What follows belongs to an exercise in optimizing a design on an open flow for small area, a short achievable clock period and few clock cycles; a production flow would make more cautious choices.
Only simulation tests tie the RTL to the original design; equivalence was not proved.
Power is estimated from default activity; no workload was simulated.

## link_rx
module link_rx (
    input  wire        clk,
    input  wire        rst,
    input  wire        in_valid,
    output wire        in_ready,
    input  wire [7:0]  in_data,
    input  wire        cmd_valid,
    output wire        cmd_ready,
    input  wire [7:0]  cmd_op,
    input  wire [7:0]  cmd_id,
    input  wire [31:0] cmd_region,
    input  wire [7:0]  cmd_size,
    output reg         rsp_valid,
    output reg         rsp_bool,
    output wire [7:0]  rsp_val,
    output wire        mem_valid,
    input  wire        mem_ready,
    output wire [31:0] mem_addr,
    output wire [7:0]  mem_data
);
For scale: ~1,100 flip-flops, about 120 I/O pins, roughly 47,000 um2 of cells after synthesis.
clock: 7.5 ns
lec_check: 0
abc_clock_period_in_ps: 2800
cap_margin: 20
core_margin: 2
core_utilization: 55
cts_cluster_diameter: 85
cts_cluster_size: 26
place_density: 0.7
setup_slack_margin: 4.7
slew_margin: 20
tns_end_percent: 100
standard.sh (not shown) runs the stock make flow with config.mk's settings and CLKGATE_MAP_FILE= SYNTH_SCRIPT=/design/flow/synth_recipe.tcl, a recipe that flattens the netlist after the stock synthesis.
==> flow/flow/run.sh <==
#!/bin/bash
# The standard layout (standard.sh, the standard flow's own ORFS flow) with two changes:
# - the ports are buffered with sky130_fd_sc_hd__buf_4 instead of the cell
#   buffer_ports picks by itself (a clkdlybuf4s50_1 delay cell); every port
#   still gets its buffer and timing repair may resize it afterwards;
# - clock tree synthesis adds no dummy loads (same clustering settings as
#   config.mk's CTS_CLUSTER_SIZE / CTS_CLUSTER_DIAMETER).
set -euo pipefail
export BUFFER_PORTS_ARGS="-buffer_cell sky130_fd_sc_hd__buf_4"
export CTS_ARGS="-sink_clustering_enable -repair_clock_nets -sink_clustering_size 26 -sink_clustering_max_diameter 85 -dont_use_dummy_load"
bash standard.sh finish > standard.log 2>&1
Testbench counts at the start, summed over its fixed seeds: cycles 33,236.
Then changed:
==> flow/flow/run.sh (replaced) <==
#!/bin/bash
# The standard layout (standard.sh, the standard flow's own ORFS flow) with one change:
# the ports are buffered with sky130_fd_sc_hd__buf_4 instead of the cell
# buffer_ports picks by itself (a clkdlybuf4s50_1 delay cell). Every port
# still gets its buffer; timing repair may resize it afterwards.
set -euo pipefail
export BUFFER_PORTS_ARGS="-buffer_cell sky130_fd_sc_hd__buf_4"
bash standard.sh finish > standard.log 2>&1
Non-clock buffer count came out higher by 6.
Total power came out higher by 2.2%.
Worst hold slack is about the same.


link_rx, a different RTL version from the one above (not shown whole).
Size: ~1,100 flip-flops.
clock: 7.5 ns
lec_check: 0
abc_area: 1
abc_clock_period_in_ps: 2800
cap_margin: 20
core_margin: 2
core_utilization: 55
cts_cluster_diameter: 90
cts_cluster_size: 28
place_density: 0.7
setup_slack_margin: 4.65
slew_margin: 20
tns_end_percent: 100
run.sh (not shown) runs the stock make flow with config.mk's settings and CLKGATE_MAP_FILE= SYNTH_SCRIPT=/design/flow/synth_recipe.tcl, a recipe that flattens the netlist after the stock synthesis.
Stock flow here: none of the scripts above is used.
The starting point ran to the end with no violations.
Testbench counts at the start, summed over its fixed seeds: cycles 33,235.
==> next run, changes <==
--- a/flow/config.mk
+++ b/flow/config.mk
@@ -8 +7,0 @@
-export ABC_AREA = 1
@@ -13,2 +12,2 @@
-export CTS_CLUSTER_DIAMETER = 90
-export CTS_CLUSTER_SIZE = 28
+export CTS_CLUSTER_DIAMETER = 100
+export CTS_CLUSTER_SIZE = 30
The new run finished with timing, DRC and antenna clean.
Non-clock buffer count went up by 7.
Count of clock-buffer cells in the layout went up by 1.
Sequential share of layout area went up by 1.6 points.
Worst hold slack gains 0.038 ns.
Die area went down by 3.0%.
Fmax hardly moves.
Utilization went up by 0.49 points.
Routed wire length went down by 3.9%.
Design area went down by 2.5%.
Synthesized cell count went down by 25%.
Cell count went down by 20%.
==> next run, changes <==
--- a/flow/config.mk
+++ b/flow/config.mk
@@ -8 +8 @@
-export ABC_CLOCK_PERIOD_IN_PS = 2800
+export ABC_CLOCK_PERIOD_IN_PS = 2850
@@ -12,2 +12,2 @@
-export CTS_CLUSTER_DIAMETER = 100
-export CTS_CLUSTER_SIZE = 30
+export CTS_CLUSTER_DIAMETER = 70
+export CTS_CLUSTER_SIZE = 22
@@ -15 +15 @@
-export SETUP_SLACK_MARGIN = 4.65
+export SETUP_SLACK_MARGIN = 4.6
After rerunning:
- fmax fell by about 4%
- via count fell by 0.58%
- sequential cell count stays the same
- register-to-register slack is worse by 0.12 ns
- total power increases by 6.5%
- worst setup slack got worse by 0.12 ns
- global-route usage came out higher by 0.23 points

## what the ideal ports hide
The flow's constraints put no driver on any port. The routed layouts listed below were extracted and timed again, unchanged, in two steps.
Step 1: set_driving_cell puts a clkbuf_16 on clk and a buf_2 on each other input, an assumption about the parent block.
Step 2, shift: input delay + t, output delay - t, t = (earliest + latest rising clock arrival at the registers) / 2. This alone moves slack from input paths to output paths.
Slacks: ideal / step 1 / step 2; pairs: ideal / step 1.
run	shift t [ns]	setup WS [ns]	worst register clock-pin slew, ns
the first run of note 1	0.686	4.629 / 4.568 / 4.148	0.11 / 0.11
the second run of note 1	0.714	4.622 / 4.560 / 4.163	0.11 / 0.11
the first run of note 2	0.712	4.628 / 4.599 / 4.084	0.12 / 0.12
the second run of note 2	0.701	4.636 / 4.617 / 4.012	0.12 / 0.12
the third run of note 2	0.704	4.514 / 4.514 / 3.946	0.10 / 0.10
After both steps setup and hold are still met in every run listed. The setup slack of the second run of note 2, which loses most, moves by -0.019 ns with the drivers and by -0.624 ns with both steps.
